Background: an optimization exercise with open tools, aiming at small area, a short achievable clock period and few clock cycles. Do not read the settings as production practice. Only simulation tests tie the RTL to the original design; equivalence was not proved.

run 1:
Design frx_top, start of the top module:
module frx_top (
    input  wire        clk,
    input  wire        rst,             
    input  wire        p_valid,
    input  wire [63:0] p_word,
    output wire        p_ready,
    input  wire        h_valid,
    input  wire [63:0] h_word,
    output wire        h_ready,
    output reg         r_valid,
    output reg  [1:0]  r_status,
    output reg  [31:0] r_data
);
    localparam integer CAPACITY = 67;
    localparam [2:0] K_OK     = 3'd0,    
                     K_ILL    = 3'd1,
                     K_RANGE  = 3'd2,
                     K_AVAIL  = 3'd3,
                     K_VALUE  = 3'd4,
                     K_BITLEN = 3'd5,
                     K_DELAY  = 3'd6,
                     K_RSTAV  = 3'd7;
    function [3:0] mod15;
        input [6:0] v;
        reg   [4:0] t;
        begin
            t     = {2'd0, v[6:4]} + {1'b0, v[3:0]};
            mod15 = (t >= 5'd15) ? (t[3:0] + 4'd1) : t[3:0];
        end
    endfunction
    function [3:0] qdig;
        input [3:0] r, n;
        reg   [4:0] t;
        begin
            t    = {1'b0, r} + {1'b0, n};
            qdig = r + {3'd0, (t >= 5'd15)};
        end
    endfunction
    reg        rx_en;
    reg        pin_valid;
    reg [7:0]  rx_pin;
    reg [6:0]  tol_pct;
    reg [6:0]  cc;
    reg        rc;
    reg [31:0] last_time;
    reg [31:0] rx_value;
    reg [5:0]  rx_bitlen;
    reg [28:0] rx_delay;
    reg        rx_avail;
    reg        pa_v, pa_ok;
    reg [31:0] pa_t;
    reg        ha_v, ha_bar, ha_cd, ha_raw, ha_cip, ha_za, ha_zb, ha_zc;
    reg [7:0]  ha_op;
    reg [35:0] ha_x;
    reg [3:0]  ha_cnt;
    reg        b_v, c_v, q_v, m1_v, m2_v, m3_v, g_v, f_v;
    reg [31:0] b_d, c_d, q_d;
    reg [6:0]  b_t;                         
    reg [6:0]  c_wi, q_wi, m1_wi, m2_wi, m3_wi;
    reg        c_dec, q_dec, m1_dec, m2_dec, m3_dec, g_dec;
    reg [3:0]  c_s7;                        
    reg [4:0]  c_s6;
    reg [5:0]  c_s5, c_s4, c_p321;
    reg [4:0]  c_p32;
    reg [3:0]  q_r7, q_r6, q_r5, q_r4, q_r3, q_r2, q_r1;
    reg [33:0] m1_u;                        
    reg        m1_c;
    reg [33:0] m2_s;                        
    reg        m2_c, m3_c;
    reg [28:0] m3_e;
  ...
Size: about 8600 cells after synthesis, about 170 I/O pins, ~120000 um2 of cells after synthesis.
clock: 12.0 ns
lec_check: 0
cap_margin: 20
core_margin: 2
core_utilization: 50
cts_cluster_diameter: 60
cts_cluster_size: 30
place_density: 0.6
slew_margin: 20
tns_end_percent: 10
standard.sh (not shown) runs the stock make flow with config.mk's settings and CLKGATE_MAP_FILE= SYNTH_SCRIPT=/design/flow/synth_recipe.tcl, a recipe that flattens the netlist after the stock synthesis.
==> flow/flow/run.sh <==
#!/bin/bash
# The standard layout, with timing repair aiming for 8.5 ns of setup slack
# (a 3.5 ns period) instead of 0; everything else as the standard.sh.
set -euo pipefail
bash standard.sh SETUP_SLACK_MARGIN=8.5 finish > make_finish.log 2>&1
Testbench counts of run 1, summed over its fixed seeds: cycles 14,122.
Changes in run 2 relative to run 1:
==> flow/flow/run.sh <==
#!/bin/bash
# The standard layout, with timing repair aiming for 8.5 ns of setup slack
# (a 3.5 ns period) instead of 0 and without gate cloning (a clone's load can
# end up at the max-capacitance limit after routing); everything else as
# the standard.sh.
set -euo pipefail
bash standard.sh SETUP_SLACK_MARGIN=8.5 SKIP_GATE_CLONING=1 finish > make_finish.log 2>&1
Run 2 reached the end of the flow, and the finished layout is clean on the timing, DRC and antenna checks.
Status: largest stage delay on the critical path parity (run 2, run 1)
| critical path arrival | run 1 vs run 2 | ≈ equal |
Run 2 vs. run 1: multi-input combinational area share held, filler cell count in the final layout held, post-synthesis to final-layout area growth held, total overflow reported by the global router held.
For number of global-route vias before repair, run 2 and run 1 come out practically identical.
Final cell utilization of the core delta (run 2 -> run 1): insignificant
Run 2 vs run 1 — met3 layer wire length in the routed design rose 800 um.
Diff run 2..run 1 | number of routed nets with antenna violations | unchanged
On final standard cell area without fillers, run 2 and run 1 are basically level.

## what the ideal ports hide
No port has a modelled driver above. Below, the same layouts with a new extraction and two added sets of constraints. Step 1 (the two cells are an assumption about what drives the block):
set clk [get_ports {clk}]
set_driving_cell -lib_cell sky130_fd_sc_hd__clkbuf_16 $clk
set_driving_cell -lib_cell sky130_fd_sc_hd__buf_2 [delete_from_list [all_inputs] $clk]
Step 2 moves the port delays by t, midway between the first and last clock arrival at a register: inputs arrive t later, outputs are due t later. That takes back most of the time a late clock gives input paths. Three values: no drivers, after step 1, after step 2; two values: the first two.
| run | t (ns) | setup WS [ns] | worst setup path after step 2 | latest minus earliest clock arrival (ns) | cell pins on the clock port's net |
|---|---|---|---|---|---|
| run 1 | 1.000 | 8.029 / 8.029 / 7.406 | input to register | 0.067 / 0.066 | 1 |
| run 2 | 0.998 | 8.033 / 8.033 / 7.386 | input to register | 0.069 / 0.069 | 1 |
After both steps setup and hold are still met in every run listed. For run 2, which loses most, drivers alone change the setup slack by 0.000 ns; drivers and shift together by -0.647 ns.
